Background: an optimization exercise with open tools, aiming at small area, a short achievable clock period and few clock cycles. Do not read the settings as production practice.
RTL that was checked went through simulation tests only; none was proved equivalent to the original.
Only the layout flow was run in runs 1 and 2; the RTL was not checked for function there.
Power is estimated from default activity; no workload was simulated.

File: flow/config.mk
export PLATFORM = sky130hd
export DESIGN_NAME = ifsb_codec
export DESIGN_NICKNAME = ifsb_codec
export VERILOG_FILES = /design/flow/design.v
export SDC_FILE = /design/flow/constraint.sdc
export NUM_CORES = 4
export LEC_CHECK = 0
export CAP_MARGIN = 20
export CORE_MARGIN = 2
export CORE_UTILIZATION = 40
export SLEW_MARGIN = 20
File: flow/constraint.sdc
create_clock -name core_clock -period 10.0 [get_ports {clk}]
set_input_delay 2.0000 -clock core_clock [delete_from_list [all_inputs] [get_ports {clk}]]
set_output_delay 2.0000 -clock core_clock [all_outputs]
set_load 0.01 [all_outputs]
File: flow/design.v
module ifsb_crc_rom (
    input  wire [7:0]  addr,
    output wire [15:0] data
);
    wire [7:0] x = addr;
    wire [3:0] y = x[3:0] ^ x[7:4];
    assign data[0]  = y[0];
    assign data[1]  = y[1];
    assign data[2]  = y[2];
    assign data[3]  = y[3] ^ x[0];
    assign data[4]  = x[1];
    assign data[5]  = x[2];
    assign data[6]  = x[3];
    assign data[7]  = y[0];
    assign data[8]  = y[1] ^ x[0];
    assign data[9]  = y[2] ^ x[1];
    assign data[10] = y[3] ^ x[2];
    assign data[11] = x[3];
    assign data[12] = y[0];
    assign data[13] = y[1];
    assign data[14] = y[2];
    assign data[15] = y[3];
endmodule
module ifsb_codec (
    input  wire        clk,
    input  wire        rst,
    input  wire        req_valid,
    input  wire [7:0]  req_data,
    output wire        req_ready,
    output wire        dout_valid,
    output wire [7:0]  dout_data,
    input  wire        dout_ready,
    output wire        rsp_valid,
    input  wire        rsp_ready,
    output wire [3:0]  rsp_code,
    output wire        rsp_has_status,
    output wire [7:0]  rsp_status,
    output wire [15:0] rsp_value,
    output wire [7:0]  rsp_consumed,
    output wire [31:0] rsp_info
);
    localparam [3:0] R_OK          = 4'd0;
    localparam [3:0] R_NO_RESPONSE = 4'd1;
    localparam [3:0] R_NOOP        = 4'd2;
    localparam [3:0] R_SYNC_ERR    = 4'd3;
    localparam [3:0] R_TRUNCATED   = 4'd4;
    localparam [3:0] R_LEN_ERR     = 4'd5;
    localparam [3:0] R_CRC_ERR     = 4'd6;
    localparam [3:0] R_ENC_ERR     = 4'd7;
    localparam [3:0] R_ILLEGAL_OP  = 4'd11;
    reg  [1:0]  hc;         
    reg         hv;         
    reg  [2:0]  op;
    reg         bad;        
    reg  [7:0]  cmd;
    reg  [7:0]  rem;        
    reg         dmode;      
    reg         rr;         
    reg  [7:0]  abuf;       
    reg         dv;         
    reg         anew;       
    reg  [7:0]  bbuf;       
    reg         bv;
    reg  [15:0] acc;        
    reg  [15:0] crc_reg;    
    reg s_idle, s_rsp;
    reg s_elen, s_ecmd, s_edata, s_elo, s_ehi, s_eend;
    reg s_crc, s_drain;
    reg s_pb0, s_pb1, s_pb2, s_pdata, s_plo, s_phi, s_pchk, s_pdone;
    reg go_q;               
    reg chk3;               
    reg b3bad;              
    reg  [3:0]  r_code;
    reg         r_hs;
    reg  [7:0]  r_status;
    reg  [7:0]  r_cons;
    reg  [15:0] r_info;     
    reg         valsel;     
    reg         errsel;     
    wire fire   = req_valid & rr;
    wire dfire  = fire & dmode;
    wire hfire  = fire & ~dmode;
    wire afree  = ~dv | dout_ready;
    wire rem1   = (rem == 8'd1);
    wire remz   = (rem == 8'd0);
    wire cmdz   = (cmd == 8'd0);
    wire [15:0] rom_q;
    ifsb_crc_rom u_rom (
        .addr (acc[7:0] ^ abuf),
        .data (rom_q)
    );
    wire [15:0] step_out = {8'h00, acc[15:8]} ^ rom_q;
    wire [15:0] acc_now  = anew ? step_out : acc;
    wire hdr_last  = hfire & (hc == 2'd3);
    wire exec_free = s_idle | (s_rsp & rsp_ready);
    wire go        = (hv | hdr_last) & exec_free;
    wire op_is1    = (op == 3'd1);
    wire pre_ill   = bad |
                     ((op == 3'd0) & ~(cmdz & remz)) |
                     (op_is1 & ~remz) |
                     (((op == 3'd2) | (op == 3'd4)) & ~cmdz);
    wire op_crc    = ~pre_ill & ((op == 3'd0) | op_is1 | (op == 3'd2));
    wire op_enc    = ~pre_ill & (op == 3'd3);
    wire enc_err   = op_enc & (rem > 8'd250);
    wire op_encok  = op_enc & ~enc_err;
    wire op_parse  = ~pre_ill & (op == 3'd4);
    wire rsv1_bad  = (req_data != 8'h00);
    wire abort     = chk3 & b3bad;
    wire run       = ~abort;        
    wire outbyte   = s_edata | s_pdata;
    wire s_ptrunc  = s_pb1 | s_pb2 | s_pdata | s_plo | s_phi;   
    wire pend      = ~dmode;                                       
    wire d_zero    = (req_data == 8'h00);
    wire d_sync    = (req_data == 8'hFC);
    wire d_short   = (req_data < 8'd5);
    wire [7:0] cons_p3 = r_cons + 8'd3;
    wire [7:0] cons_m3 = r_cons - 8'd3;
    wire last_pay  = (cons_p3 == r_info[7:0]);
    wire len5      = (r_info[7:0] == 8'd5);
    wire crc_match = (r_info == acc);
    wire pb0_fire  = s_pb0 & dfire;
    wire pb1_fire  = s_pb1 & dfire;
    wire pb2_fire  = s_pb2 & dfire;
    wire pd_fire   = s_pdata & dfire;
    wire plo_fire  = s_plo & dfire;
    wire phi_fire  = s_phi & dfire;
    wire p_noresp  = s_pb0 & pend;
    wire p_trunc   = s_ptrunc & pend;
    wire p_noop    = pb0_fire & d_zero;
    wire p_sync    = pb0_fire & ~d_zero & ~d_sync;
    wire p_lenerr  = pb1_fire & d_short;
    wire p_check   = s_pchk & ~anew & ~bv;
    wire p_ok      = p_check & crc_match;
    wire p_crcerr  = p_check & ~crc_match;
    wire p_done_n  = s_pdone & pend & ~bv & ~dv;
    wire e_len     = s_elen & afree;
    wire e_cmd     = s_ecmd & afree;
    wire e_last    = s_edata & dfire & rem1;
    wire e_lo      = s_elo & afree & ~bv;
    wire e_hi      = s_ehi & afree;
    wire e_end     = s_eend & dout_ready;
    wire c_end     = s_crc & pend;
    wire dr_end    = s_drain & pend;
    wire rsp_done  = s_rsp & rsp_ready;
    wire bv_n     = bv ? ~afree : (dfire & outbyte & ~afree);
    wire hv_n     = ~go & (hv | hdr_last);
    wire s_elen_n = go ? op_encok : (s_elen & ~afree & run);
    wire s_ecmd_n = ~go & run & (e_len | (s_ecmd & ~afree));
    wire dmode_n  = go ? (op_encok | ~remz) :
                    (e_cmd & run) ? ~remz :
                    (dfire & rem1) ? 1'b0 : dmode;
    wire rr_n     = dmode_n ? (~bv_n & ~s_elen_n & ~s_ecmd_n) : ~hv_n;
    wire a_req  = dfire & ((outbyte & afree) | s_crc | s_pb0 | s_pb1 | s_pb2);
    wire a_b    = bv & afree;
    wire a_fc   = go & op_encok;
    wire a_len  = e_len;
    wire a_cmd  = e_cmd | (go & op_crc & op_is1);
    wire a_lo   = e_lo;
    wire a_hi   = e_hi;
    wire a_ld   = a_req | a_b | a_fc | a_len | a_cmd | a_lo | a_hi;
    wire [7:0] len_byte = rem + 8'd5;
    wire [7:0] abuf_d = ({8{a_req}} & req_data) |
                        ({8{a_b}}   & bbuf) |
                        ({8{a_fc}}  & 8'hFC) |
                        ({8{a_len}} & len_byte) |
                        ({8{a_cmd}} & cmd) |
                        ({8{a_lo}}  & acc_now[7:0]) |
                        ({8{a_hi}}  & acc[15:8]);
    wire dv_set  = (a_req & outbyte) | a_b | (a_fc & ~(hdr_last & rsv1_bad)) |
                   a_len | e_cmd | a_lo | a_hi;
    wire dv_d    = run & (dv_set | (dv & ~dout_ready));
    wire anew_d  = (a_req | a_b | a_fc | a_len | a_cmd);
    wire acc_zero = go & (op_encok | op_parse | (op_crc & ~op_is1));
    wire acc_crc  = go & op_crc & op_is1;
    wire acc_ld   = acc_zero | acc_crc | anew;
    wire [15:0] acc_d = ({16{acc_crc}} & crc_reg) |
                        ({16{~acc_zero & ~acc_crc}} & step_out);
    wire crc_ld   = s_crc & run;
    wire init     = go_q & run;           
    wire code_ld  = go | abort | p_noresp | p_trunc | p_noop | p_sync | p_lenerr | p_crcerr;
    wire [3:0] code_d = ({4{go & pre_ill}}  & R_ILLEGAL_OP) |
                        ({4{go & enc_err}}  & R_ENC_ERR) |
                        ({4{abort}}         & R_ILLEGAL_OP) |
                        ({4{p_noresp}}      & R_NO_RESPONSE) |
                        ({4{p_trunc}}       & R_TRUNCATED) |
                        ({4{p_noop}}        & R_NOOP) |
                        ({4{p_sync}}        & R_SYNC_ERR) |
                        ({4{p_lenerr}}      & R_LEN_ERR) |
                        ({4{p_crcerr}}      & R_CRC_ERR);
    wire hs_ld    = go_q | p_noop | p_ok;
    wire hs_d     = run & (p_noop | p_ok);
    wire st_req   = pb2_fire;
    wire st_clr   = go_q | p_trunc | p_crcerr;
    wire [7:0] status_d = {8{st_req}} & req_data;
    wire cons_clr = go_q;
    wire cons_inc = pb0_fire | pb1_fire | pb2_fire | pd_fire | plo_fire | phi_fire;
    wire [7:0] cons_d = cons_clr ? {7'd0, pb0_fire & run} : (r_cons + 8'd1);
    wire i_req_lo = run & (pb0_fire | pb1_fire | plo_fire);
    wire i_req_hi = phi_fire;
    wire i_n      = init & s_drain & (r_code == R_ENC_ERR);
    wire i_got    = s_pdata & pend;
    wire i_clr    = go_q | abort | p_ok | p_noresp | p_trunc;
    wire i_lo_ld  = i_req_lo | i_clr;
    wire i_hi_ld  = i_req_hi | i_clr;
    wire [7:0] info_lo_d = ({8{i_req_lo}} & req_data) |
                           ({8{i_n}}      & rem) |
                           ({8{i_got}}    & cons_m3) |
                           {7'd0, s_phi & pend};
    wire [7:0] info_hi_d = ({8{i_req_hi}} & req_data) |
                           {6'd0, (s_pdata | s_plo | s_phi) & pend,
                                  (s_pb2 | s_plo | s_phi) & pend};
    wire vs_ld    = go_q;
    wire vs_d     = run & (s_crc | s_elen | s_ecmd);
    wire es_ld    = go_q | p_crcerr;
    wire es_d     = run & p_crcerr;
    always @(posedge clk) begin
        if (rst) begin
            hc      <= 2'd0;
            hv      <= 1'b0;
            dmode   <= 1'b0;
            rr      <= 1'b1;
            dv      <= 1'b0;
            anew    <= 1'b0;
            bv      <= 1'b0;
            crc_reg <= 16'h0000;
            go_q    <= 1'b0;
            chk3    <= 1'b0;
            s_idle  <= 1'b1;
            s_rsp   <= 1'b0;
            s_elen  <= 1'b0;  s_ecmd  <= 1'b0;  s_edata <= 1'b0;
            s_elo   <= 1'b0;  s_ehi   <= 1'b0;  s_eend  <= 1'b0;
            s_crc   <= 1'b0;  s_drain <= 1'b0;
            s_pb0   <= 1'b0;  s_pb1   <= 1'b0;  s_pb2   <= 1'b0;
            s_pdata <= 1'b0;  s_plo   <= 1'b0;  s_phi   <= 1'b0;
            s_pchk  <= 1'b0;  s_pdone <= 1'b0;
        end else begin
            dmode <= dmode_n;
            hv    <= hv_n;
            bv    <= bv_n;
            rr    <= rr_n;
            dv    <= dv_d;
            anew  <= anew_d;
            go_q  <= go;
            chk3  <= go & ~hv & ~pre_ill;
            b3bad <= rsv1_bad;
            if (crc_ld)
                crc_reg <= acc_now;
            s_idle  <= go ? 1'b0 : (s_idle | rsp_done);
            s_rsp   <= ~go & run & ((s_rsp & ~rsp_ready) | e_end | c_end | dr_end | p_done_n);
            s_elen  <= s_elen_n;
            s_ecmd  <= s_ecmd_n;
            s_edata <= run & ((e_cmd & ~remz) | (s_edata & ~e_last));
            s_elo   <= (e_cmd & remz) | e_last | (s_elo & ~e_lo);
            s_ehi   <= e_lo | (s_ehi & ~e_hi);
            s_eend  <= e_hi | (s_eend & ~e_end);
            s_crc   <= (go & op_crc) | (s_crc & ~pend & run);
            s_drain <= (go & (pre_ill | enc_err)) | abort | (s_drain & ~pend);
            s_pb0   <= (go & op_parse) | (s_pb0 & ~pend & ~dfire & run);
            s_pb1   <= run & ((pb0_fire & d_sync) | (s_pb1 & ~pend & ~dfire));
            s_pb2   <= (pb1_fire & ~d_short) | (s_pb2 & ~pend & ~dfire);
            s_pdata <= (pb2_fire & ~len5) | (s_pdata & ~pend & ~(dfire & last_pay));
            s_plo   <= (pb2_fire & len5) | (pd_fire & last_pay) | (s_plo & ~pend & ~dfire);
            s_phi   <= plo_fire | (s_phi & ~pend & ~dfire);
            s_pchk  <= phi_fire | (s_pchk & ~p_check);
            s_pdone <= run & (p_noresp | p_trunc | p_noop | p_sync | p_lenerr | p_check |
                              (s_pdone & ~p_done_n));
        end
        if (hfire) begin
            hc <= hc + 2'd1;
            if (hc == 2'd0) begin
                op  <= req_data[2:0];
                bad <= (req_data[7:3] != 5'd0) |
                       (req_data[2] & (req_data[1] | req_data[0]));
            end
            if (hc == 2'd1)
                cmd <= req_data;
            if (hc == 2'd3)
                bad <= bad | rsv1_bad;
        end
        if (hfire & (hc == 2'd2))
            rem <= req_data;
        else if (dfire)
            rem <= rem - 8'd1;
        if (rst)
            hc <= 2'd0;
        if (~bv)
            bbuf <= req_data;
        if (a_ld)
            abuf <= abuf_d;
        if (acc_ld)
            acc <= acc_d;
        if (code_ld)
            r_code <= code_d;
        if (hs_ld)
            r_hs <= hs_d;
        if (st_req | st_clr)
            r_status <= status_d;
        if (cons_clr | cons_inc)
            r_cons <= cons_d;
        if (i_lo_ld)
            r_info[7:0] <= info_lo_d;
        if (i_hi_ld)
            r_info[15:8] <= info_hi_d;
        if (vs_ld)
            valsel <= vs_d;
        if (es_ld)
            errsel <= es_d;
    end
    assign req_ready      = rr;
    assign dout_valid     = dv;
    assign dout_data      = abuf;
    assign rsp_valid      = s_rsp;
    assign rsp_code       = r_code;
    assign rsp_has_status = r_hs;
    assign rsp_status     = r_status;
    assign rsp_value      = acc & {16{valsel}};
    assign rsp_consumed   = r_cons;
    assign rsp_info       = {acc & {16{errsel}}, r_info};
endmodule
File: flow/flow/run.sh
#!/bin/bash
set -euo pipefail
bash standard.sh SETUP_SLACK_MARGIN=7.5 \
  "BUFFER_PORTS_ARGS=-buffer_cell sky130_fd_sc_hd__buf_1" \
  "CTS_BUF_LIST=sky130_fd_sc_hd__clkbuf_4 sky130_fd_sc_hd__clkbuf_8" \
  finish > standard_flow.log 2>&1
File: flow/standard.sh
#!/bin/bash
# synth_recipe.tcl (not shown) runs the flow's synth.tcl, then flattens the netlist and writes it again
# the make line also repeats each setting of config.mk as NAME=value (left out here)
make -C /OpenROAD-flow-scripts/flow DESIGN_CONFIG=/design/flow/config.mk WORK_HOME=/design/flow/orfs CLKGATE_MAP_FILE= SYNTH_SCRIPT=/design/flow/synth_recipe.tcl "${@:-finish}"
==> run notes, run 1 <==
- Critical Path End Type: output port
- Gpl congestion: approximately 0.87
- Most frequent cells in the layout: buf_4 (108), edfxtp_1 (92), nor2_1 (67), buf_6 (52), xnor2_1 (49)
- Final wirelength: approximately 28 mm
- CP cell instances: buf_12 -> and2_4 -> buf_1
- Initial Util: 0.4043
- Crit path kind: reg -> out
- Detail Placement HPWL: between 15 and 20 mm
- Drt drc: 0
- Period minus WS final: about 3.3 ns
- Synthesized area: around 7500 sq um
- Proportion of layout cells with a drive suffix above 1: 0.4416
- VDD IR max: between 0.08 and 0.09 mV
- H-tree lvl count: 4
- Buf/Inv on CP: 2
- Post-synth EDFFs: just over 90
- Dominant cell type by area after synthesis: edfxtp_1
- CTS tree: built
- HP Class: reg -> reg
- Clock-pin slew on the worst setup and hold paths: ~0.080 ns
- Gr ovfl total: 0
- Least-Margin Pin Slew: 1.004 ns
- # rows: 50
- CORE AREA: 18,520 sq um
- Synthesized Nets: roughly 780
- Final Cycle Share: 0.3328
- Prevailing post-synth register cell: edfxtp_1
- Die height: roughly 140 um
- Final Hold Vio Count: 0
- Most common cell after layout, fill and taps aside: buf_4
- CP max-delay cell: edfxtp_1
- Cts bufs inserted: 17
- Global-route wire length before repair: approximately 40 mm
- 1st-pass router iterations: 10
- Clk sinks: ~140
- Port buffer count: 92
- Final slew viol count: 0
- Data arrival time of the worst path: between 1 and 1.5 ns
- Crit-path max FO: 16
- Die Wd: 140.8 um
- Largest cells by area after synthesis: edfxtp_1 (37%), dfxtp_1 (12%), xnor2_1 (5.8%)
- Finish-stage setup viols: 0
- Yosys cell types: 70
- CP top delay family: flip-flops
- Tot Pwr: 1.210 mW
- Worst slew margin: 0.3295
- Die ar.: slightly below 20,000 sq um
- Fmax achieved: about 300 MHz
- Synth-to-Final Area Change: 48.78%
- Clk Tree Root Cell: clkbuf_8
- Static Leak: 4.478 nW
- Outcome: finished clean
- Per-cell routed wire length: between 20 and 25 um
- RSZ-0062 raised after global routing: true
- Startpoint Class: register
- I/O pins: 93
- Post-synthesis sequential area ratio: 0.4866
- Largest net degree at the start of global routing: 30
- CP required: ~8 ns
- R2R setup slack: 7.32 ns
- Worst Skew: roughly 0.022 ns
- Total number of vias: about 7,400
- Register bit total from synthesis: about 140
- Post-synth top area share: 0.3690
- Final net count: 1,012
- Post-Syn Instances: 757
- Async SR Flop Fraction: 0
- Setup TNS Final: 0 ns
- Final ANT Viol Nets: 0
- 1st-iter DRT viols: 829
- Vias in the first global route: about 6,700
- Power Dens Cells: about 110 nW/um^2
- Clock Path Buffers: 2
- Synth warn: 1
- Total track usage: 0.2681
- Vias/cell: ~6
- Max Cap Viol: 0
- Hold buffers post-CTS: 0
- Synth Area per Inst: 9.891 sq um
- Initial antenna violation count: 0
- Diodes inserted: 0
- Largest stage delay, worst path: about 0.42 ns
- Clock latency (worst-skew pair): 0.47 ns
## path summary, 6_finish.rpt
| kind | start | end | cells past startpoint |
|---|---|---|---|
| worst min register to register | s_eend | s_eend | 2 |
| worst max register to register | rem[4] | r_code[1] | 5 |
| worst max-delay path | valsel | rsp_value[0] | 3 |
| worst min-delay path | s_eend | s_eend | 2 |
## layout make-up
class / instances / area [sq um]
Inverter: 22 / 87.58
Sequential cell: 136 / 3652
Timing Repair Buffer: 257 / 2046
Fill cell: 1482 / 7378
Multi-Input combinational cell: 554 / 4612
Clock inverter: 11 / 172.7
Tap cell: 234 / 292.8
Clock buffer: 21 / 276.5
## cell usage after synthesis (15+ instances only)
| cell | number |
|---|---|
| nor3_1 | 15 |
| xor2_1 | 22 |
| and2_1 | 36 |
| dfxtp_1 | 44 |
| nor2_1 | 72 |
| o21ai_0 | 42 |
| and3_1 | 20 |
| nand2_1 | 62 |
| a21oi_1 | 46 |
| clkbuf_1 | 34 |
| inv_1 | 22 |
| xnor2_1 | 50 |
| nand3_1 | 20 |
| edfxtp_1 | 92 |
## tightest hold or removal path, stage by stage (launching register included)
cell and delay, ns:
dfxtp_1 0.31, nand2b_1 0.08, a21oi_2 0.05
## kinds of logic (layout without fill, tap and decap cells)
kind of cell | Yosys count | in the layout | synth area share
muxes | 2 | 2 | 0.002841
DFF | 136 | 136 | 0.4866
and+or+nand+nor | 294 | 295 | 0.2069
xor gates and xnor gates | 75 | 75 | 0.09158
buffers and inverters | 68 | 311 | 0.03777
AOI/OAI and AO/OA | 171 | 171 | 0.1559
adders and majority gates | 11 | 11 | 0.01838
## through the flow
stage	instances	hold slack [ns]	area [sq um]	utilization	setup WS (ns)
4_1_cts	1201	0.4615	10410	0.5621	6.674
6_report	1235	0.4879	11140	0.6016	6.672
2_1_floorplan	757	0.4292	7930	-	6.506
5_1_grt	1235	0.5191	11140	0.6016	6.632
3_5_place_dp	1043	0.4475	8270	0.4466	5.749
3_3_place_gp	1043	0.4447	8270	0.4466	5.797
## report_power, final
group          switching [mW]  leakage (nW)  total (mW)  internal, mW
combinational          0.0448          3.05      0.0785        0.0336
clock                   0.224         0.227       0.515         0.291
sequential             0.0117          1.21       0.616         0.605
## repair_timing
item                       in CTS  in global routing
resized for setup             193                131
cloned                          3                  1
pin swaps                      53                 43
setup endpoints to repair     248                219
buffers inserted              123                 33
## metal layers
metal,up-vias,GRT usage,share of wire,wire (um)
li1,3254,-,-,-
met1,3528,0.3571,0.40,11060
met2,491,0.4177,0.47,12980
met3,100,0.06114,0.094,2618
met4,0,0.1226,0.039,1069
met5,-,0,0,0
==> run 2: changes to the inputs <==
==> flow/flow/run.sh (replaced) <==
#!/bin/bash
set -euo pipefail
bash standard.sh SETUP_SLACK_MARGIN=7.0 \
  "BUFFER_PORTS_ARGS=-buffer_cell sky130_fd_sc_hd__buf_1" \
  finish > standard_flow.log 2>&1
==> run notes, run 2 <==
- Area of the multi-input gates: 3948 sq um (-14%)
- Die Wd: 140.8 um (unchanged)
- Prevailing post-synth register cell: edfxtp_1
- Static Leak: 3.932 nW (-12%)
- Switching share of power: 0.2206 (-0.01131)
- Clock latency (worst-skew pair): 0.43 ns (-0.04 ns)
- Clock Path Buffers: 2 (unchanged)
- Sequential share of power: 0.461 (-0.048)
- 1st-iter DRT viols: 938 (+13%)
- Register bit total from synthesis: 136 (unchanged)
- Crit path kind: reg -> out
- Int Pwr: 1.042 mW (+12%)
- Proportion of layout cells with a drive suffix above 1: 0.3064 (-0.1352)
- Critical Path End Type: output port
- # rows: 50 (unchanged)
- RSZ-0062 raised after global routing: true
- Fmax achieved: 303.4 MHz (+0.99%)
- Gpl congestion: 0.8600 (-1.1%)
- Worst hold path stage count: 2 (unchanged)
- Most frequent cells after synthesis: edfxtp_1 (92), nor2_1 (72), nand2_1 (62)
- Least-Margin Pin Slew: 1.167 ns (+0.1624 ns)
- P_sw: 294.8 uW (+5.1%)
- Initial Util: 0.4043 (unchanged)
- Final ANT Viol Nets: 0 (unchanged)
- Synth warn: 1 (unchanged)
- I/O pins: 93 (unchanged)
- Port buffer count: 92 (unchanged)
- FF/Latch Area: 3652 sq um (unchanged)
- Vias in the first global route: 6,602 (-2.1%)
- Total number of vias: 7,015 (-4.9%)
- Post-synth EDFFs: 92 (unchanged)
- Final slew viol count: 0 (unchanged)
- Global-route wire length before repair: 39.12 mm (-2.9%)
- H-tree lvl count: 4 (unchanged)
- Per-cell routed wire length: 21.82 um (-2.8%)
- Synthesized Nets: 781 (unchanged)
- Outcome: finished clean
- Largest cells by area after synthesis: edfxtp_1 (37%), dfxtp_1 (12%), xnor2_1 (5.8%)
- Synth Area per Inst: 9.891 sq um (unchanged)
- Period minus WS final: 3.296 ns (-0.03247 ns)
- Synth-to-Final Area Change: 36.63%
- Setup TNS Final: 0 ns (unchanged)
- Clk sinks: 136 (unchanged)
- Worst Skew: 0.01059 ns (-0.01187 ns)
- Total track usage: 0.2590 (-0.009118)
- Dominant cell type by area after synthesis: edfxtp_1
- Die ar.: 19,830 sq um (unchanged)
- CTS tree: built
- Async SR Flop Fraction: 0 (unchanged)
- Crit-path max FO: 4 (-12)
- Final Hold Vio Count: 0 (unchanged)
- Finish-stage setup viols: 0 (unchanged)
- Placed Cells incl. Taps: 1,042 (-0.096%)
- Gr ovfl total: 0 (unchanged)
- Non-Filler Instances: 1,187 (-3.9%)
- Tot Pwr: 1.337 mW (+10%)
- Final Cycle Share: 0.3296 (-0.003247)
- Final wirelength: 25.90 mm (-6.6%)
- Synthesized area: 7487 sq um (unchanged)
- CORE AREA: 18,520 sq um (unchanged)
- Final net count: 964 (-4.7%)
- HP Class: reg -> reg
- Max Cap Viol: 0 (unchanged)
- Detail Placement HPWL: 16.58 mm (-0.42%)
- 1st-pass router iterations: 7 (-3)
- Most frequent cells in the layout: edfxtp_1 (92), buf_4 (92), nor2_1 (69), nand2_1 (57), xnor2_1 (50)
- Layout fillers: 1,615 (+9.0%)
- Die height: 140.8 um (unchanged)
- Clk Tree Root Cell: clkbuf_16
- Drt drc: 0 (unchanged)
- Yosys cell types: 70 (unchanged)
- Clock-pin slew on the worst setup and hold paths: 0.06 ns (-0.02 ns)
- Power Dens Cells: 130.7 nW/um^2 (+20%)
- Vias/cell: 5.910 (-1.0%)
- Worst slew margin: 0.2161 (-0.1134)
- Startpoint Class: register
- Initial antenna violation count: 0 (unchanged)
- Logic pwr share: 0.045 (-0.020)
- CP required: 8.00 ns (about the same)
- Post-Syn Instances: 757 (unchanged)
- Largest net degree at the start of global routing: 31 (+3.3%)
- VDD IR max: 0.08991 mV (+9.7%)
- Most frequent cell after synthesis: edfxtp_1
- Diodes inserted: 0 (unchanged)
- Post-synth top area share: 0.3690 (unchanged)
- Post-synthesis sequential area ratio: 0.4866 (unchanged)
- Reg2Reg Depth: 8 (+3)
- Clock power frac: 0.494 (+0.068)
- Cts bufs inserted: 17 (unchanged)
- Data arrival time of the worst path: 1.30 ns (-0.03 ns)
[run 2: cell counts after synthesis]
Identical to the previous run, type by type.
[run 2: critical path, stage by stage, from the launching register on]
cell and delay (ns):
edfxtp_1 0.52, and2_1 0.22, clkbuf_2 0.12
[run 2: layer usage]
metal  share of wire  global-route usage  vias to the layer above
li1                -                   -                     3160
met1            0.44              0.3658                     3439
met2            0.47              0.4008                      365
met3           0.072             0.04721                       51
met4           0.025             0.09263                        0
met5               0                   0                        -
[run 2: power by group through the flow]
stage / registers, mW / clock network [mW] / logic (mW)
2_1_floorplan: 0.622 / 0 / 0.0322
3_3_place_gp: 0.628 / 0 / 0.0461
3_5_place_dp: 0.628 / 0 / 0.0465
4_1_cts: 0.616 / 0.664 / 0.0557
5_1_grt: 0.617 / 0.689 / 0.0644
6_report: 0.616 / 0.661 / 0.0602
[run 2: metrics by stage]
stage                     hold slack [ns]  utilization  setup WS, ns  cell area (sq um)
final                              0.4549       0.5524         6.704              10230
after global routing               0.4877       0.5524         6.680              10230
after CTS                          0.4591       0.5261         6.720               9743
after detailed placement           0.4503       0.4358         5.756               8070
after global placement             0.4491       0.4358         5.826               8070
after floorplan                    0.4321            -         6.506               7636
[run 2: area by class of cell]
type / count / area share
clock buffer: 21 / 0.04611
tap: 234 / 0.02862
sequential: 136 / 0.3570
multi-input combinational: 554 / 0.3859
timing repair buffer: 209 / 0.1599
inverter: 22 / 0.008439
clock inverter: 11 / 0.01407
[run 2: cells by family (layout without fill, tap and decap cells)]
family	Yosys count	in the layout	synth area share
buffers and inverters	68	263	0.03777
DFF	136	136	0.4866
AOI/OAI and AO/OA	171	171	0.1559
adders and majority gates	11	11	0.01838
xor gates and xnor gates	75	75	0.09158
and+or+nand+nor	294	295	0.2069
muxes	2	2	0.002841
[run 2: worst paths after layout]
kind / from / endpoint / slack [ns]
max: acc[2] / rsp_info[18] / 6.70
min: crc_reg[8] / crc_reg[8] / 0.45
max reg2reg: rem[0] / abuf[6] / 7.40
min reg2reg: crc_reg[8] / crc_reg[8] / 0.45
[run 2: timing repair]
action,in CTS,in global routing
pin swaps,36,19
buffers inserted,92,19
gates cloned,1,1
endpoints found under the setup margin,159,136
gates resized for setup,114,101
hold buffers,0,0
==> run 3: changes to the inputs <==
--- a/flow/design.v
+++ b/flow/design.v
@@ -48,6 +48,7 @@
     localparam [3:0] R_CRC_ERR     = 4'd6;
     localparam [3:0] R_ENC_ERR     = 4'd7;
     localparam [3:0] R_ILLEGAL_OP  = 4'd11;
+    localparam [15:0] K_FC = 16'h3DE3;    
     reg  [1:0]  hc;         
     reg         hv;         
     reg  [2:0]  op;
@@ -75,8 +76,7 @@
     reg  [7:0]  r_status;
     reg  [7:0]  r_cons;
     reg  [15:0] r_info;     
-    reg         valsel;     
-    reg         errsel;     
+    reg  [15:0] r_err;      
     wire fire   = req_valid & rr;
     wire dfire  = fire & dmode;
     wire hfire  = fire & ~dmode;
@@ -107,6 +107,7 @@
     wire rsv1_bad  = (req_data != 8'h00);
     wire abort     = chk3 & b3bad;
     wire run       = ~abort;        
+    wire init      = go_q & run;    
     wire outbyte   = s_edata | s_pdata;
     wire s_ptrunc  = s_pb1 | s_pb2 | s_pdata | s_plo | s_phi;   
     wire pend      = ~dmode;                                       
@@ -139,7 +140,7 @@
     wire e_lo      = s_elo & afree & ~bv;
     wire e_hi      = s_ehi & afree;
     wire e_end     = s_eend & dout_ready;
-    wire c_end     = s_crc & pend;
+    wire c_end     = s_crc & pend & ~anew & ~go_q;
     wire dr_end    = s_drain & pend;
     wire rsp_done  = s_rsp & rsp_ready;
     wire bv_n     = bv ? ~afree : (dfire & outbyte & ~afree);
@@ -154,7 +155,7 @@
     wire a_b    = bv & afree;
     wire a_fc   = go & op_encok;
     wire a_len  = e_len;
-    wire a_cmd  = e_cmd | (go & op_crc & op_is1);
+    wire a_cmd  = e_cmd | (init & s_crc & op_is1);
     wire a_lo   = e_lo;
     wire a_hi   = e_hi;
     wire a_ld   = a_req | a_b | a_fc | a_len | a_cmd | a_lo | a_hi;
@@ -169,14 +170,15 @@
     wire dv_set  = (a_req & outbyte) | a_b | (a_fc & ~(hdr_last & rsv1_bad)) |
                    a_len | e_cmd | a_lo | a_hi;
     wire dv_d    = run & (dv_set | (dv & ~dout_ready));
-    wire anew_d  = (a_req | a_b | a_fc | a_len | a_cmd);
-    wire acc_zero = go & (op_encok | op_parse | (op_crc & ~op_is1));
-    wire acc_crc  = go & op_crc & op_is1;
-    wire acc_ld   = acc_zero | acc_crc | anew;
+    wire anew_d  = run & (a_req | a_b | a_fc | a_len | a_cmd);
+    wire acc_fc   = init & s_elen;
+    wire acc_crc  = init & s_crc & op_is1;
+    wire acc_ld   = go_q | p_done_n | anew;
+    wire acc_stp  = ~go_q & ~p_done_n;
     wire [15:0] acc_d = ({16{acc_crc}} & crc_reg) |
-                        ({16{~acc_zero & ~acc_crc}} & step_out);
-    wire crc_ld   = s_crc & run;
-    wire init     = go_q & run;           
+                        ({16{acc_fc}}  & K_FC) |
+                        ({16{acc_stp}} & step_out);
+    wire crc_ld   = s_crc & run & ~go_q;
     wire code_ld  = go | abort | p_noresp | p_trunc | p_noop | p_sync | p_lenerr | p_crcerr;
     wire [3:0] code_d = ({4{go & pre_ill}}  & R_ILLEGAL_OP) |
                         ({4{go & enc_err}}  & R_ENC_ERR) |
@@ -209,10 +211,8 @@
     wire [7:0] info_hi_d = ({8{i_req_hi}} & req_data) |
                            {6'd0, (s_pdata | s_plo | s_phi) & pend,
                                   (s_pb2 | s_plo | s_phi) & pend};
-    wire vs_ld    = go_q;
-    wire vs_d     = run & (s_crc | s_elen | s_ecmd);
-    wire es_ld    = go_q | p_crcerr;
-    wire es_d     = run & p_crcerr;
+    wire err_ld   = go_q | p_crcerr;
+    wire [15:0] err_d = {16{p_crcerr}} & acc;
     always @(posedge clk) begin
         if (rst) begin
             hc      <= 2'd0;
@@ -253,7 +253,7 @@
             s_elo   <= (e_cmd & remz) | e_last | (s_elo & ~e_lo);
             s_ehi   <= e_lo | (s_ehi & ~e_hi);
             s_eend  <= e_hi | (s_eend & ~e_end);
-            s_crc   <= (go & op_crc) | (s_crc & ~pend & run);
+            s_crc   <= (go & op_crc) | (s_crc & ~c_end & run);
             s_drain <= (go & (pre_ill | enc_err)) | abort | (s_drain & ~pend);
             s_pb0   <= (go & op_parse) | (s_pb0 & ~pend & ~dfire & run);
             s_pb1   <= run & ((pb0_fire & d_sync) | (s_pb1 & ~pend & ~dfire));
@@ -301,10 +301,8 @@
             r_info[7:0] <= info_lo_d;
         if (i_hi_ld)
             r_info[15:8] <= info_hi_d;
-        if (vs_ld)
-            valsel <= vs_d;
-        if (es_ld)
-            errsel <= es_d;
+        if (err_ld)
+            r_err <= err_d;
     end
     assign req_ready      = rr;
     assign dout_valid     = dv;
@@ -313,7 +311,7 @@
     assign rsp_code       = r_code;
     assign rsp_has_status = r_hs;
     assign rsp_status     = r_status;
-    assign rsp_value      = acc & {16{valsel}};
+    assign rsp_value      = acc;
     assign rsp_consumed   = r_cons;
-    assign rsp_info       = {acc & {16{errsel}}, r_info};
+    assign rsp_info       = {r_err, r_info};
 endmodule
==> flow/flow/run.sh (replaced) <==
#!/bin/bash
set -euo pipefail
bash standard.sh SETUP_SLACK_MARGIN=7.2 \
  "BUFFER_PORTS_ARGS=-buffer_cell sky130_fd_sc_hd__buf_1" \
  finish > standard_flow.log 2>&1
==> run notes, run 3 <==
- Outcome: finished clean
- CTS tree: built
- Most common cell after layout, fill and taps aside: buf_4
- P_sw: 343.6 uW (+17%)
- Dominant cell type by area after synthesis: edfxtp_1
- Largest cells by area after synthesis: edfxtp_1 (41%), dfxtp_1 (11%), xnor2_1 (6.2%)
- Port buffer count: 92 (unchanged)
- Reg2Reg Depth: 8 (unchanged)
- Worst Skew: 0.01340 ns (+0.002810 ns)
- Cts bufs inserted: 17 (unchanged)
- Synth warn: 1 (unchanged)
- 1st-iter DRT viols: 866 (-7.7%)
- Vias in the first global route: 6,639 (+0.56%)
- Final slew viol count: 0 (unchanged)
- Largest net degree at the start of global routing: 30 (-3.2%)
- Register bit total from synthesis: 150 (+10%)
- Clock Path Buffers: 2 (unchanged)
- Switching share of power: 0.2507 (+0.03014)
- Max Cap Viol: 0 (unchanged)
- H-tree lvl count: 4 (unchanged)
- Crit path kind: in -> reg
- Post-synthesis sequential area ratio: 0.5262 (+0.03962)
- Gpl congestion: 0.9079 (+5.6%)
- Finish-stage setup viols: 0 (unchanged)
- Fmax achieved: 311.7 MHz (+2.7%)
- Largest stage delay, worst path: 0.51 ns (about the same)
- Sequential share of power: 0.496 (+0.035)
- Gr ovfl total: 0 (unchanged)
- Static Leak: 4.127 nW (+5.0%)
- Post-Syn Instances: 724 (-4.4%)
- RSZ-0062 raised after global routing: true
- DR WL met2: 12.69 mm (+5.3%)
- Total number of vias: 7,050 (+0.50%)
- Final ANT Viol Nets: 0 (unchanged)
- Post-synth top area share: 0.4122 (+0.04320)
- Non-Filler Instances: 1,205 (+1.5%)
- Prevailing post-synth register cell: edfxtp_1
- Int Pwr: 1.027 mW (-1.4%)
- WP depth: 7 (+5)
- Die Wd: 142.9 um (+1.5%)
- Clk sinks: 150 (+10%)
- Most frequent cell after synthesis: edfxtp_1
- Initial antenna violation count: 0 (unchanged)
- Synth Area per Inst: 10.67 sq um (+7.8%)
- Final net count: 956 (-0.83%)
- Die height: 142.9 um (+1.5%)
- Met3 routed WL: 2.305 mm (+24%)
- Final Hold Vio Count: 0 (unchanged)
- Setup TNS Final: 0 ns (unchanged)
- WL met1: 10.53 mm (-7.0%)
- Worst slew margin: 0.3517 (+0.1355)
- Final wirelength: 26.78 mm (+3.4%)
- Power Dens Cells: 129.2 nW/um^2 (-1.1%)
- Period minus WS final: 3.209 ns (-0.08688 ns)
- Per-cell routed wire length: 22.23 um (+1.9%)
- Logic pwr share: 0.051 (+0.006)
- Final Cycle Share: 0.3209 (-0.008688)
- Global-route wire length before repair: 39.07 mm (-0.11%)
- Proportion of layout cells with a drive suffix above 1: 0.3407 (+0.03434)
- Drt drc: 0 (unchanged)
- Vias/cell: 5.851 (-1.0%)
- Clock power frac: 0.453 (-0.041)
- Clock latency (worst-skew pair): 0.43 ns (about the same)
- Total track usage: 0.2584 (-0.0006617)
- Synthesized area: 7722 sq um (+3.1%)
- Diodes inserted: 0 (unchanged)
- Placed Cells incl. Taps: 1,045 (+0.29%)
- Synth-to-Final Area Change: 37.38%
- HP Class: reg -> reg
- Post-synth EDFFs: 106 (+15%)
- VDD IR max: 0.1066 mV (+19%)
- Buf/Inv on CP: 2 (+1)
- 1st-pass router iterations: 7 (unchanged)
- Initial Util: 0.4101 (+0.005775)
- Async SR Flop Fraction: 0 (unchanged)
- Least-Margin Pin Slew: 0.9712 ns (-0.1957 ns)
- Most frequent cells in the layout: buf_4 (119), edfxtp_1 (106), nor2_1 (72), clkbuf_2 (69), xnor2_1 (55)
- I/O pins: 93 (unchanged)
- CP max-delay cell: a222oi_1
- Crit-path max FO: 6 (+2)
- CP required: 10.15 ns (+2.15 ns)
- Clock-pin slew on the worst setup and hold paths: 0.07 ns (about the same)
- Clk Tree Root Cell: clkbuf_16
- Startpoint Class: primary input
- CP cell instances: buf_8 -> nor2b_4 -> buf_6 -> nor2_4 -> o31a_1 -> a222oi_1 -> o211ai_1
- # rows: 50 (unchanged)
- Worst hold path stage count: 2 (unchanged)
- CORE AREA: 18,830 sq um (+1.7%)
- CP top delay family: compound AO/OA/AOI/OAI gates
- Die ar.: 20,430 sq um (+3.0%)
- Most frequent cells after synthesis: edfxtp_1 (106), nor2_1 (79), xnor2_1 (55)
- Top layer in use: met4
- Data arrival time of the worst path: 3.36 ns (+2.06 ns)
- Detail Placement HPWL: 17.00 mm (+2.5%)
- Yosys cell types: 71 (+1.4%)
- Synthesized Nets: 748 (-4.2%)
- Critical Path End Type: register
==> run 3: cell types whose count changed after synthesis, sizes merged, moves of 5 or more <==
cell / change
nand2: -21
edfxtp: +14
a21oi: -6
a221o: +6
and3: -6
nand3: -5
o21ai: -12
mux2i: +9
and2: -14
nor2: +7
==> run 3: metrics by stage <==
step / worst slack, ns / hold slack, ns / cell area (sq um) / util / power (mW)
2_1_floorplan: 6.505 / 0.4315 / 7968 / - / 0.7221
3_3_place_gp: 6.133 / 0.4428 / 8478 / 0.4502 / 0.7407
3_5_place_dp: 6.058 / 0.4489 / 8478 / 0.4502 / 0.7415
4_1_cts: 6.893 / 0.4587 / 10160 / 0.5397 / 1.364
5_1_grt: 6.791 / 0.4825 / 10610 / 0.5634 / 1.402
6_report: 6.791 / 0.4588 / 10610 / 0.5634 / 1.370
==> run 3: final timing paths <==
check                                    to         from  slack, ns
worst max register to register     r_err[6]       acc[2]       7.29
worst min-delay path            crc_reg[14]  crc_reg[14]       0.46
worst min register to register  crc_reg[14]  crc_reg[14]       0.46
worst max-delay path                abuf[3]   dout_ready       6.79
==> run 3: layout make-up <==
cell class	instances	area (sq um)
Sequential cell	150	4070
Clock buffer	17	425.4
Timing Repair Buffer	229	1713
Clock inverter	15	133.9
Multi-Input combinational cell	514	3862
Tap cell	260	325.3
Inverter	20	78.83
Fill cell	1544	8222
==> run 3: cell families after synthesis <==
group / after synthesis / share of synthesized area
adder cells (fa/ha/maj): 11 / 0.01782
AO/OA/AOI/OAI: 167 / 0.1541
XOR/XNOR: 76 / 0.09203
buffers and inverters: 61 / 0.03160
AND/OR/NAND/NOR: 249 / 0.1653
flip-flops: 150 / 0.5262
multiplexers: 10 / 0.01296
==> run 3: power groups by stage <==
stage / clock network [mW] / registers, mW / logic, mW
floorplan: 0 / 0.689 / 0.0328
global placement: 0 / 0.693 / 0.0475
detailed placement: 0 / 0.693 / 0.0482
CTS: 0.622 / 0.678 / 0.0642
global route: 0.648 / 0.680 / 0.0747
finish: 0.621 / 0.679 / 0.0701
==> run 3: what timing repair did <==
| item | in CTS | in global routing |
|---|---|---|
| pin swaps | 26 | 25 |
| cloned | 2 | 0 |
| hold buffers | 0 | 0 |
| setup endpoints to repair | 186 | 154 |
| resized for setup | 86 | 103 |
| buffers inserted | 101 | 25 |
==> run 3: per-layer routing <==
layer / GRT usage / up-vias
met5: 0 / -
met4: 0.1287 / 0
met3: 0.05835 / 90
met2: 0.4170 / 426
met1: 0.3267 / 3401
li1: - / 3133
==> run 3: worst reg2reg max path: stages, from the launching register on <==
cell and delay [ns]:
edfxtp_1 0.45, buf_4 0.17, buf_4 0.16, xnor2_1 0.14
nand4_1 0.16, nor4_4 0.41, nor2_1 0.22, buf_4 0.24
or2_2 0.46
Testbench counts of run 3, summed over its fixed seeds: cycles 72,419.
==> run 4: changes to the inputs <==
==> flow/flow/run.sh (replaced) <==
#!/bin/bash
set -euo pipefail
bash standard.sh SETUP_SLACK_MARGIN=7.0 \
  "BUFFER_PORTS_ARGS=-buffer_cell sky130_fd_sc_hd__buf_1" \
  finish > standard_flow.log 2>&1
==> run notes, run 4 <==
- Final slew viol count: 0 (unchanged)
- CP max-delay cell: a222oi_1
- Data arrival time of the worst path: 3.26 ns (-0.10 ns)
- Final wirelength: 25.09 mm (-6.3%)
- Yosys cell types: 71 (unchanged)
- Largest net degree at the start of global routing: 30 (unchanged)
- Layout fillers: 1,656 (+7.3%)
- Buf/Inv on CP: 2 (unchanged)
- WP depth: 7 (unchanged)
- Clock Path Buffers: 2 (unchanged)
- Synthesized area: 7722 sq um (unchanged)
- Proportion of layout cells with a drive suffix above 1: 0.2362 (-0.1045)
- Most common cell after layout, fill and taps aside: edfxtp_1
- Synth warn: 1 (unchanged)
- Period minus WS final: 3.122 ns (-0.08648 ns)
- Gpl congestion: 0.9184 (+1.2%)
- Static Leak: 3.655 nW (-11%)
- Port buffer count: 92 (unchanged)
- Initial antenna violation count: 0 (unchanged)
- Max Cap Viol: 0 (unchanged)
- Register bit total from synthesis: 150 (unchanged)
- Clock latency (worst-skew pair): 0.43 ns (about the same)
- CORE AREA: 18,830 sq um (unchanged)
- Most frequent cells after synthesis: edfxtp_1 (106), nor2_1 (79), xnor2_1 (55)
- Sequential share of power: 0.515 (+0.019)
- Clock power frac: 0.437 (-0.016)
- 1st-pass router iterations: 6 (-1)
- HP Class: reg -> reg
- # rows: 50 (unchanged)
- Worst Skew: 0.01598 ns (+0.002576 ns)
- Logic pwr share: 0.048 (-0.003)
- Tot Pwr: 1.318 mW (-3.8%)
- Worst slew margin: 0.3010 (-0.05068)
- Synth-to-Final Area Change: 28.48%
- Die ar.: 20,430 sq um (unchanged)
- H-tree lvl count: 4 (unchanged)
- Startpoint Class: primary input
- P_sw: 287.9 uW (-16%)
- Dominant cell type by area after synthesis: edfxtp_1
- Least-Margin Pin Slew: 1.047 ns (+0.07592 ns)
- Drt drc: 0 (unchanged)
- Vias/cell: 5.820 (-0.53%)
- Cts bufs inserted: 17 (unchanged)
- Die Wd: 142.9 um (unchanged)
- Diodes inserted: 0 (unchanged)
- Gr ovfl total: 0 (unchanged)
- Total number of vias: 6,786 (-3.7%)
- Most frequent cell after synthesis: edfxtp_1
- Final net count: 917 (-4.1%)
- Fmax achieved: 320.3 MHz (+2.8%)
- Clk Tree Root Cell: clkbuf_16
- Global-route wire length before repair: 37.29 mm (-4.6%)
- CP required: 10.14 ns (about the same)
- Die height: 142.9 um (unchanged)
- 1st-iter DRT viols: 767 (-11%)
- Post-synthesis sequential area ratio: 0.5262 (unchanged)
- Largest stage delay, worst path: 0.43 ns (-0.08 ns)
- Final ANT Viol Nets: 0 (unchanged)
- Outcome: finished clean
- Total track usage: 0.2440 (-0.01438)
- Per-cell routed wire length: 21.52 um (-3.2%)
- CTS tree: built
- I/O pins: 93 (unchanged)
- Reg2Reg Depth: 8 (unchanged)
- Vias in the first global route: 6,450 (-2.8%)
- Worst hold path stage count: 2 (unchanged)
- Detail Placement HPWL: 16.81 mm (-1.1%)
- Final Cycle Share: 0.3122 (-0.008648)
- Finish-stage setup viols: 0 (unchanged)
- Critical Path End Type: register
- VDD IR max: 0.1122 mV (+5.2%)
- Prevailing post-synth register cell: edfxtp_1
- Crit path kind: in -> reg
- Int Pwr: 1.030 mW (+0.32%)
- Clk sinks: 150 (unchanged)
- Power Dens Cells: 132.8 nW/um^2 (+2.8%)
- Post-synth top area share: 0.4122 (unchanged)
- Post-synth EDFFs: 106 (unchanged)
- Setup TNS Final: 0 ns (unchanged)
- Async SR Flop Fraction: 0 (unchanged)
- Crit-path max FO: 6 (unchanged)
- Final Hold Vio Count: 0 (unchanged)
- Synth Area per Inst: 10.67 sq um (unchanged)
- RSZ-0062 raised after global routing: true
- Initial Util: 0.4101 (unchanged)
- Switching share of power: 0.2184 (-0.03230)
- Largest cells by area after synthesis: edfxtp_1 (41%), dfxtp_1 (11%), xnor2_1 (6.2%)
- CP cell instances: buf_8 -> nor2b_4 -> buf_6 -> nor2_4 -> o31a_1 -> a222oi_1 -> o211ai_1
- Post-Syn Instances: 724 (unchanged)
- CP top delay family: compound AO/OA/AOI/OAI gates
- Most frequent cells in the layout: edfxtp_1 (106), buf_4 (93), nor2_1 (74), xnor2_1 (55), buf_1 (51)
- Clock-pin slew on the worst setup and hold paths: 0.06 ns (about the same)
- Synthesized Nets: 748 (unchanged)
==> run 4: cell type report <==
cell class / count / area (sq um) / area share
Inverter: 20 / 78.83 / 0.007945
Clock inverter: 5 / 27.53 / 0.002774
Tap cell: 260 / 325.3 / 0.03279
Timing Repair Buffer: 190 / 1265 / 0.1275
Sequential cell: 150 / 4070 / 0.4102
Multi-Input combinational cell: 514 / 3662 / 0.3691
Clock buffer: 27 / 493.0 / 0.04968
==> run 4: kinds of logic after synthesis <==
kind of cell               Yosys count  share of synthesized area
and+or+nand+nor                    249                     0.1653
AOI/OAI and AO/OA                  167                     0.1541
DFF                                150                     0.5262
xor gates and xnor gates            76                    0.09203
buffers and inverters               61                    0.03160
adders and majority gates           11                    0.01782
muxes                               10                    0.01296
==> run 4: routing by layer <==
| metal | up-vias | share of wire | track usage |
|---|---|---|---|
| li1 | 3054 | - | - |
| met1 | 3332 | 0.41 | 0.3214 |
| met2 | 353 | 0.49 | 0.4059 |
| met3 | 47 | 0.075 | 0.04158 |
| met4 | 0 | 0.021 | 0.08650 |
| met5 | - | 0 | 0 |
==> run 4: stage by stage <==
step | std cells | util | setup WS [ns] | cell area [sq um] | hold WS [ns]
CTS | 1141 | 0.5090 | 6.888 | 9585 | 0.4587
global route | 1166 | 0.5269 | 6.858 | 9922 | 0.4782
detailed placement | 1044 | 0.4474 | 5.683 | 8426 | 0.4520
global placement | 1044 | 0.4474 | 5.803 | 8426 | 0.4423
finish | 1166 | 0.5269 | 6.878 | 9922 | 0.4559
floorplan | 724 | - | 6.505 | 7894 | 0.4315
==> run 4: final timing paths <==
check / start / endpoint / slack, ns
worst max-delay path: dout_ready / abuf[3] / 6.88
worst min register to register: crc_reg[14] / crc_reg[14] / 0.46
worst max register to register: acc[12] / r_err[5] / 7.20
worst min-delay path: crc_reg[14] / crc_reg[14] / 0.46
==> run 4: what timing repair did <==
item,in CTS,in global routing
pin swaps,14,14
setup endpoints to repair,133,75
gates cloned,1,0
hold buffers,0,0
setup buffers,64,25
resized for setup,45,54
==> run 4: power by group through the flow <==
stage               Combinational [mW]  Sequential (mW)  Clock, mW
floorplan                       0.0311            0.689          0
global placement                0.0461            0.693          0
detailed placement              0.0472            0.694          0
CTS                             0.0567            0.679      0.577
global route                    0.0672            0.680      0.603
finish                          0.0631            0.679      0.576
==> run 4: worst min-delay path: cells and delay by family, from the launching register on <==
family	cells	cell delay, ns
flops	1	0.31
simple gates	1	0.05
compound gates	1	0.05
==> run 5: changes to the inputs <==
--- a/flow/design.v
+++ b/flow/design.v
@@ -69,14 +69,12 @@
     reg s_crc, s_drain;
     reg s_pb0, s_pb1, s_pb2, s_pdata, s_plo, s_phi, s_pchk, s_pdone;
     reg go_q;               
-    reg chk3;               
-    reg b3bad;              
+    reg abort;              
     reg  [3:0]  r_code;
     reg         r_hs;
     reg  [7:0]  r_status;
     reg  [7:0]  r_cons;
     reg  [15:0] r_info;     
-    reg  [15:0] r_err;      
     wire fire   = req_valid & rr;
     wire dfire  = fire & dmode;
     wire hfire  = fire & ~dmode;
@@ -105,7 +103,6 @@
     wire op_encok  = op_enc & ~enc_err;
     wire op_parse  = ~pre_ill & (op == 3'd4);
     wire rsv1_bad  = (req_data != 8'h00);
-    wire abort     = chk3 & b3bad;
     wire run       = ~abort;        
     wire init      = go_q & run;    
     wire outbyte   = s_edata | s_pdata;
@@ -143,6 +140,10 @@
     wire c_end     = s_crc & pend & ~anew & ~go_q;
     wire dr_end    = s_drain & pend;
     wire rsp_done  = s_rsp & rsp_ready;
+    wire rsp_raise = run & ~go & (e_end | c_end | dr_end | p_done_n);
+    wire err_end   = p_done_n & (r_code == R_CRC_ERR);
+    wire b_ld      = rsp_raise | (~bv & ~s_rsp);
+    wire [7:0] bbuf_d = rsp_raise ? ({8{err_end}} & acc[7:0]) : req_data;
     wire bv_n     = bv ? ~afree : (dfire & outbyte & ~afree);
     wire hv_n     = ~go & (hv | hdr_last);
     wire s_elen_n = go ? op_encok : (s_elen & ~afree & run);
@@ -157,8 +158,8 @@
     wire a_len  = e_len;
     wire a_cmd  = e_cmd | (init & s_crc & op_is1);
     wire a_lo   = e_lo;
-    wire a_hi   = e_hi;
-    wire a_ld   = a_req | a_b | a_fc | a_len | a_cmd | a_lo | a_hi;
+    wire a_hi   = e_hi | err_end;
+    wire a_ld   = a_req | a_b | a_fc | a_len | a_cmd | a_lo | a_hi | rsp_raise;
     wire [7:0] len_byte = rem + 8'd5;
     wire [7:0] abuf_d = ({8{a_req}} & req_data) |
                         ({8{a_b}}   & bbuf) |
@@ -168,7 +169,7 @@
                         ({8{a_lo}}  & acc_now[7:0]) |
                         ({8{a_hi}}  & acc[15:8]);
     wire dv_set  = (a_req & outbyte) | a_b | (a_fc & ~(hdr_last & rsv1_bad)) |
-                   a_len | e_cmd | a_lo | a_hi;
+                   a_len | e_cmd | a_lo | e_hi;
     wire dv_d    = run & (dv_set | (dv & ~dout_ready));
     wire anew_d  = run & (a_req | a_b | a_fc | a_len | a_cmd);
     wire acc_fc   = init & s_elen;
@@ -211,8 +212,6 @@
     wire [7:0] info_hi_d = ({8{i_req_hi}} & req_data) |
                            {6'd0, (s_pdata | s_plo | s_phi) & pend,
                                   (s_pb2 | s_plo | s_phi) & pend};
-    wire err_ld   = go_q | p_crcerr;
-    wire [15:0] err_d = {16{p_crcerr}} & acc;
     always @(posedge clk) begin
         if (rst) begin
             hc      <= 2'd0;
@@ -224,7 +223,7 @@
             bv      <= 1'b0;
             crc_reg <= 16'h0000;
             go_q    <= 1'b0;
-            chk3    <= 1'b0;
+            abort   <= 1'b0;
             s_idle  <= 1'b1;
             s_rsp   <= 1'b0;
             s_elen  <= 1'b0;  s_ecmd  <= 1'b0;  s_edata <= 1'b0;
@@ -241,12 +240,11 @@
             dv    <= dv_d;
             anew  <= anew_d;
             go_q  <= go;
-            chk3  <= go & ~hv & ~pre_ill;
-            b3bad <= rsv1_bad;
+            abort <= go & ~hv & ~pre_ill & rsv1_bad;
             if (crc_ld)
                 crc_reg <= acc_now;
             s_idle  <= go ? 1'b0 : (s_idle | rsp_done);
-            s_rsp   <= ~go & run & ((s_rsp & ~rsp_ready) | e_end | c_end | dr_end | p_done_n);
+            s_rsp   <= (~go & run & s_rsp & ~rsp_ready) | rsp_raise;
             s_elen  <= s_elen_n;
             s_ecmd  <= s_ecmd_n;
             s_edata <= run & ((e_cmd & ~remz) | (s_edata & ~e_last));
@@ -283,8 +281,8 @@
             rem <= rem - 8'd1;
         if (rst)
             hc <= 2'd0;
-        if (~bv)
-            bbuf <= req_data;
+        if (b_ld)
+            bbuf <= bbuf_d;
         if (a_ld)
             abuf <= abuf_d;
         if (acc_ld)
@@ -301,8 +299,6 @@
             r_info[7:0] <= info_lo_d;
         if (i_hi_ld)
             r_info[15:8] <= info_hi_d;
-        if (err_ld)
-            r_err <= err_d;
     end
     assign req_ready      = rr;
     assign dout_valid     = dv;
@@ -313,5 +309,5 @@
     assign rsp_status     = r_status;
     assign rsp_value      = acc;
     assign rsp_consumed   = r_cons;
-    assign rsp_info       = {r_err, r_info};
+    assign rsp_info       = {abuf, bbuf, r_info};
 endmodule
==> flow/flow/run.sh (replaced) <==
#!/bin/bash
set -euo pipefail
bash standard.sh SETUP_SLACK_MARGIN=7.0 \
  "BUFFER_PORTS_ARGS=-buffer_cell sky130_fd_sc_hd__buf_1" \
  "CTS_BUF_LIST=sky130_fd_sc_hd__clkbuf_8 sky130_fd_sc_hd__clkbuf_16" \
  CTS_CLUSTER_SIZE=50 CTS_CLUSTER_DIAMETER=60 \
  finish > standard_flow.log 2>&1
==> run notes, run 5 <==
- Drt drc: 0 (unchanged)
- Synthesized area: 7390 sq um (-4.3%)
- Post-synth top area share: 0.3617 (-0.05052)
- Synth-to-Final Area Change: 33.29%
- Most frequent cells in the layout: buf_4 (108), edfxtp_1 (89), nor2_1 (64), nand2_1 (55), xnor2_1 (51)
- Die height: 139.9 um (-2.1%)
- Synthesized Nets: 757 (+1.2%)
- Hold Path Origin: crc_reg[15]
- Layout fillers: 1,562 (-5.7%)
- Initial Util: 0.4100 (about the same)
- Synth warn: 1 (unchanged)
- Most frequent cells after synthesis: edfxtp_1 (89), nor2_1 (72), nand2_1 (62)
- Fmax achieved: 314.1 MHz (-1.9%)
- Crit-path max FO: 4 (-2)
- GRT met3 Usage: 0.05915 (+0.01756)
- Gr ovfl total: 0 (unchanged)
- Largest net degree at the start of global routing: 35 (+17%)
- Worst slew margin: 0.3464 (+0.04541)
- Initial antenna violation count: 2 (+2)
- Least-Margin Pin Slew: 0.9768 ns (-0.07030 ns)
- Vias in the first global route: 6,594 (+2.2%)
- Post-synth EDFFs: 89 (-16%)
- Vias/cell: 6.049 (+3.9%)
- CP cell instances: buf_8 -> and4b_2 -> o21ai_4 -> and3b_2 -> nor4b_4 -> nand3b_1 -> buf_4
- Largest cells by area after synthesis: edfxtp_1 (36%), dfxtp_1 (12%), xnor2_1 (6.0%)
- Placed Cells incl. Taps: 1,004 (-3.8%)
- Detail Placement HPWL: 17.59 mm (+4.6%)
- Setup TNS Final: 0 ns (unchanged)
- Async SR Flop Fraction: 0 (unchanged)
- HP Class: reg -> reg
- Die ar.: 19,580 sq um (-4.2%)
- Final Hold Vio Count: 0 (unchanged)
- Clock latency (worst-skew pair): 0.44 ns (about the same)
- Crit path from: req_valid
- Hold buffers post-CTS: 0 (unchanged)
- CP max-delay cell: and3b_2
- 1st-iter DRT viols: 767 (unchanged)
- Most frequent cell after synthesis: edfxtp_1
- Prevailing post-synth register cell: edfxtp_1
- M1 GR Usage: 0.3344 (+0.01299)
- Data arrival time of the worst path: 3.39 ns (+0.13 ns)
- CORE AREA: 18,020 sq um (-4.3%)
- Cts bufs inserted: 17 (unchanged)
- Clk Tree Root Cell: clkbuf_16
- Gpl congestion: 0.9525 (+3.7%)
- Crit path kind: in -> reg
- Utilization after layout: 0.5464 (+0.01953)
- 1st-pass router iterations: 6 (unchanged)
- Final Cycle Share: 0.3184 (+0.006169)
- Gr busiest metal: met2
- Post-Syn Instances: 733 (+1.2%)
- Synth Area per Inst: 10.08 sq um (-5.5%)
- Most common cell after layout, fill and taps aside: buf_4
- Outcome: finished clean
- Yosys cell types: 78 (+9.9%)
- H-tree lvl count: 4 (unchanged)
- Final ANT Viol Nets: 0 (unchanged)
- Period minus WS final: 3.184 ns (+0.06169 ns)
- Critical Path End Type: register
- Buf/Inv on CP: 2 (unchanged)
- Port buffer count: 92 (unchanged)
- I/O pins: 93 (unchanged)
- Global-route wire length before repair: 40.06 mm (+7.4%)
- Max Cap Viol: 0 (unchanged)
- Clk sinks: 133 (-11%)
- Met2 usage: 0.4570 (+0.05105)
- Final wirelength: 27.00 mm (+7.6%)
- Total number of vias: 6,987 (+3.0%)
- Static Leak: 3.687 nW (+0.87%)
- Clock Path Buffers: 2 (unchanged)
- Startpoint Class: primary input
- CP top delay family: simple AND/OR/NAND/NOR gates
- Worst Skew: 0.008787 ns (-0.007189 ns)
- Finish-stage setup viols: 0 (unchanged)
- CP required: 10.20 ns (+0.06 ns)
- Final slew viol count: 0 (unchanged)
- Largest stage delay, worst path: 0.29 ns (-0.14 ns)
- R2R Path Start: s_phi
- Dominant cell type by area after synthesis: edfxtp_1
- RSZ-0062 raised after global routing: true
- # rows: 49 (-2.0%)
- Register bit total from synthesis: 133 (-11%)
- Power Dens Cells: 131.1 nW/um^2 (-1.3%)
- Clock-pin slew on the worst setup and hold paths: 0.06 ns (about the same)
- Non-Filler Instances: 1,155 (-0.94%)
- CTS tree: built
- VDD IR max: 0.1075 mV (-4.2%)
- Total track usage: 0.2696 (+0.02561)
- Die Wd: 139.9 um (-2.1%)
- Final net count: 936 (+2.1%)
- Per-cell routed wire length: 23.37 um (+8.6%)
- Post-synthesis sequential area ratio: 0.4809 (-0.04538)
- Proportion of layout cells with a drive suffix above 1: 0.3092 (+0.07299)
run 5: cell types whose count changed after synthesis, moves of 9 or more:
cell	before	now
nand2_1	42	62
and2_1	22	4
edfxtp_1	106	89
a21oi_1	40	49
buf_4	0	9
run 5: layer usage:
| layer | part of all wire | wire [um] |
|---|---|---|
| met3 | 0.081 | 2190 |
| met4 | 0.044 | 1190 |
| met2 | 0.49 | 13180 |
| met5 | 0.00052 | 14 |
| met1 | 0.39 | 10420 |
run 5: cell families (layout without fill, tap and decap cells):
kind of cell,after synthesis,after routing,synth area share
other,0,1,0
AND/OR/NAND/NOR,259,261,0.1825
adder cells (fa/ha/maj),11,11,0.01862
AO/OA/AOI/OAI,182,182,0.1724
buffers and inverters,69,259,0.04402
XOR/XNOR,74,74,0.09482
flip-flops,133,133,0.4809
multiplexers,5,5,0.006773
run 5: what timing repair did:
action,4_1_cts,5_1_grt
resized for setup,60,82
setup endpoints to repair,137,140
pin swaps,16,24
buffers inserted,79,35
endpoints found under the hold margin,0,0
gates cloned,1,2
run 5: layout make-up:
type	instances	area [sq um]	area share
timing repair buffer	210	1408	0.1429
clock buffer	17	425.4	0.04319
tap	229	286.5	0.02909
sequential	133	3563	0.3618
inverter	17	63.81	0.006479
multi-input combinational	533	3961	0.4022
clock inverter	15	138.9	0.01410
antenna	1	2.502	0.0002541
run 5: worst reg2reg max path, cell delays in order (launching register included):
cell and delay, ns:
dfxtp_1 0.42, nor3_1 0.47, a21o_1 0.25, nand2_1 0.15
a2111oi_1 0.79, nand2_2 0.31
run 5: report_power, final:
| part | total (mW) | switching (mW) | internal, mW |
|---|---|---|---|
| logic | 0.0707 | 0.0439 | 0.0269 |
| registers | 0.603 | 0.0106 | 0.592 |
| clock network | 0.618 | 0.256 | 0.362 |
| total | 1.29 | 0.310 | 0.981 |
run 5: worst paths after layout:
| kind | end | slack [ns] | depth (start not counted) |
|---|---|---|---|
| worst min-delay path | crc_reg[15] | 0.46 | 2 |
| worst max-delay path | abuf[0] | 6.82 | 7 |
| worst max register to register | r_info[13] | 7.30 | 5 |
| worst min register to register | crc_reg[15] | 0.46 | 2 |
run 5: metrics by stage:
| stage | instance area, sq um | setup slack, ns | power (mW) | hold WS, ns |
|---|---|---|---|---|
| after CTS | 9295 | 6.761 | 1.278 | 0.4595 |
| after global placement | 7928 | 5.729 | 0.6663 | 0.4396 |
| after detailed placement | 7928 | 5.588 | 0.6676 | 0.4486 |
| after global routing | 9847 | 6.743 | 1.319 | 0.4872 |
| after floorplan | 7605 | 6.576 | 0.6441 | 0.4315 |
| final | 9849 | 6.816 | 1.291 | 0.4588 |
Testbench counts of run 5, summed over its fixed seeds: cycles 72,419.
==> run 6: changes to the inputs <==
==> flow/flow/run.sh (replaced) <==
#!/bin/bash
set -euo pipefail
bash standard.sh SETUP_SLACK_MARGIN=7.0 \
  "BUFFER_PORTS_ARGS=-buffer_cell sky130_fd_sc_hd__buf_1" \
  finish > standard_flow.log 2>&1
==> run notes, run 6 <==
- Outcome: finished clean
- Post-Syn Instances: 733 (unchanged)
- Detail Placement HPWL: 17.59 mm (unchanged)
- Static Leak: 3.687 nW (unchanged)
- Gr ovfl total: 0 (unchanged)
- H-tree lvl count: 4 (unchanged)
- Power Dens Cells: 131.1 nW/um^2 (unchanged)
- Total track usage: 0.2696 (unchanged)
- I/O pins: 93 (unchanged)
- Initial Util: 0.4100 (unchanged)
- Worst hold path stage count: 2 (unchanged)
- Setup TNS Final: 0 ns (unchanged)
- Largest stage delay, worst path: 0.29 ns (about the same)
- Post-Layout Inst Area: 9849 sq um (unchanged)
- Most frequent cells after synthesis: edfxtp_1 (89), nor2_1 (72), nand2_1 (62)
- Synth Area per Inst: 10.08 sq um (unchanged)
- Final ANT Viol Nets: 0 (unchanged)
- Post-synth EDFFs: 89 (unchanged)
- R2R Path Start: s_phi
- Register bit total from synthesis: 133 (unchanged)
- Largest net degree at the start of global routing: 35 (unchanged)
- CTS tree: built
- Synth warn: 1 (unchanged)
- Most frequent cell after synthesis: edfxtp_1
- Most frequent cells in the layout: buf_4 (108), edfxtp_1 (89), nor2_1 (64), nand2_1 (55), xnor2_1 (51)
- Utilization after layout: 0.5464 (unchanged)
- Drt drc: 0 (unchanged)
- Post-place instance area: 7928 sq um (unchanged)
- Prevailing post-synth register cell: edfxtp_1
- Initial antenna violation count: 2 (unchanged)
- Total number of vias: 6,987 (unchanged)
- CP cell instances: buf_8 -> and4b_2 -> o21ai_4 -> and3b_2 -> nor4b_4 -> nand3b_1 -> buf_4
- Synthesized Nets: 757 (unchanged)
- Final wirelength: 27.00 mm (unchanged)
- Die height: 139.9 um (unchanged)
- Reg2reg end: r_info[13]
- Yosys cell types: 78 (unchanged)
- Buf/Inv on CP: 2 (unchanged)
- Vias/cell: 6.049 (unchanged)
- Synthesized area: 7390 sq um (unchanged)
- Crit-path max FO: 4 (unchanged)
- Die Wd: 139.9 um (unchanged)
- Clk Tree Root Cell: clkbuf_16
- RSZ-0062 raised after global routing: true
- Crit path kind: in -> reg
- Hold Path Origin: crc_reg[15]
- CP top delay family: simple AND/OR/NAND/NOR gates
- Non-Filler Instances: 1,155 (unchanged)
- R2R setup slack: 7.30 ns (about the same)
[run 6: cell counts after synthesis]
Identical to the previous run, type by type.
[run 6: cell families (layout without fill, tap and decap cells)]
kind of cell / count (synthesis) / count (layout) / share of synthesized area
compound gates: 182 / 182 / 0.1724
xor+xnor: 74 / 74 / 0.09482
fa+ha+maj: 11 / 11 / 0.01862
buf+inv: 69 / 259 / 0.04402
flops: 133 / 133 / 0.4809
mux: 5 / 5 / 0.006773
other cells: 0 / 1 / 0
simple gates: 259 / 261 / 0.1825
[run 6: worst min-delay path, stage by stage, from the launching register on]
cell and delay (ns):
dfxtp_1 0.31, nand2_1 0.05, a21oi_1 0.05
[run 6: what timing repair did]
item / in CTS / in global routing
buffers inserted: 79 / 35
cloned: 1 / 2
gates resized for setup: 60 / 82
pin swaps: 16 / 24
setup endpoints to repair: 137 / 140
[run 6: layout make-up]
class | instances | area, sq um | area share
repair buffers | 210 | 1408 | 0.1429
flip-flops and latches | 133 | 3563 | 0.3618
multi-input cells | 533 | 3961 | 0.4022
clock buffers | 17 | 425.4 | 0.04319
well taps | 229 | 286.5 | 0.02909
diodes | 1 | 2.502 | 0.0002541
inverters | 17 | 63.81 | 0.006479
clock inverters | 15 | 138.9 | 0.01410
[run 6: worst max-delay path by stage]
stage | startpoint | end | slack [ns] | depth (start not counted)
after floorplan | req_valid | abuf[0] | 6.58 | 6
after global placement | req_valid | abuf[4] | 5.73 | 6
after detailed placement | req_valid | abuf[1] | 5.59 | 6
after CTS | req_valid | abuf[0] | 6.76 | 7
after global routing | req_valid | abuf[4] | 6.74 | 7
final | req_valid | abuf[0] | 6.82 | 7
[run 6: layer usage]
metal  track usage  wire length (um)  up-vias
met5             0                14        -
met4        0.1105              1190        2
met3       0.05915              2190       83
met2        0.4570             13180      418
met1        0.3344             10420     3389
li1              -                 -     3095
[run 6: power breakdown]
group / switching, mW / internal [mW] / leakage [nW]
Combinational: 0.0439 / 0.0269 / 2.24
Clock: 0.256 / 0.362 / 0.259
Sequential: 0.0106 / 0.592 / 1.18
Total: 0.310 / 0.981 / 3.69

## static timing again, ports no longer ideal
The flow's constraints put no driver on any port. The routed layouts listed below were extracted and timed again, unchanged, in two steps.
Step 1 assumes that a clkbuf_16 drives the clock port and a buf_2 every other input.
Step 2, shift: input delay + t, output delay - t, t = (earliest + latest rising clock arrival at the registers) / 2. This alone moves slack from input paths to output paths.
a / b / c = no drivers / after step 1 / after step 2; a / b = the first two.
run	t, ns	setup WS [ns]
run 1	0.495	6.672 / 6.632 / 6.360
run 2	0.472	6.704 / 6.661 / 6.426
run 3	0.473	6.791 / 6.801 / 6.328
run 4	0.468	6.878 / 6.884 / 6.416
run 5	0.479	6.816 / 6.825 / 6.345
run 6	0.479	6.816 / 6.825 / 6.345
After both steps every run listed still meets setup and hold.
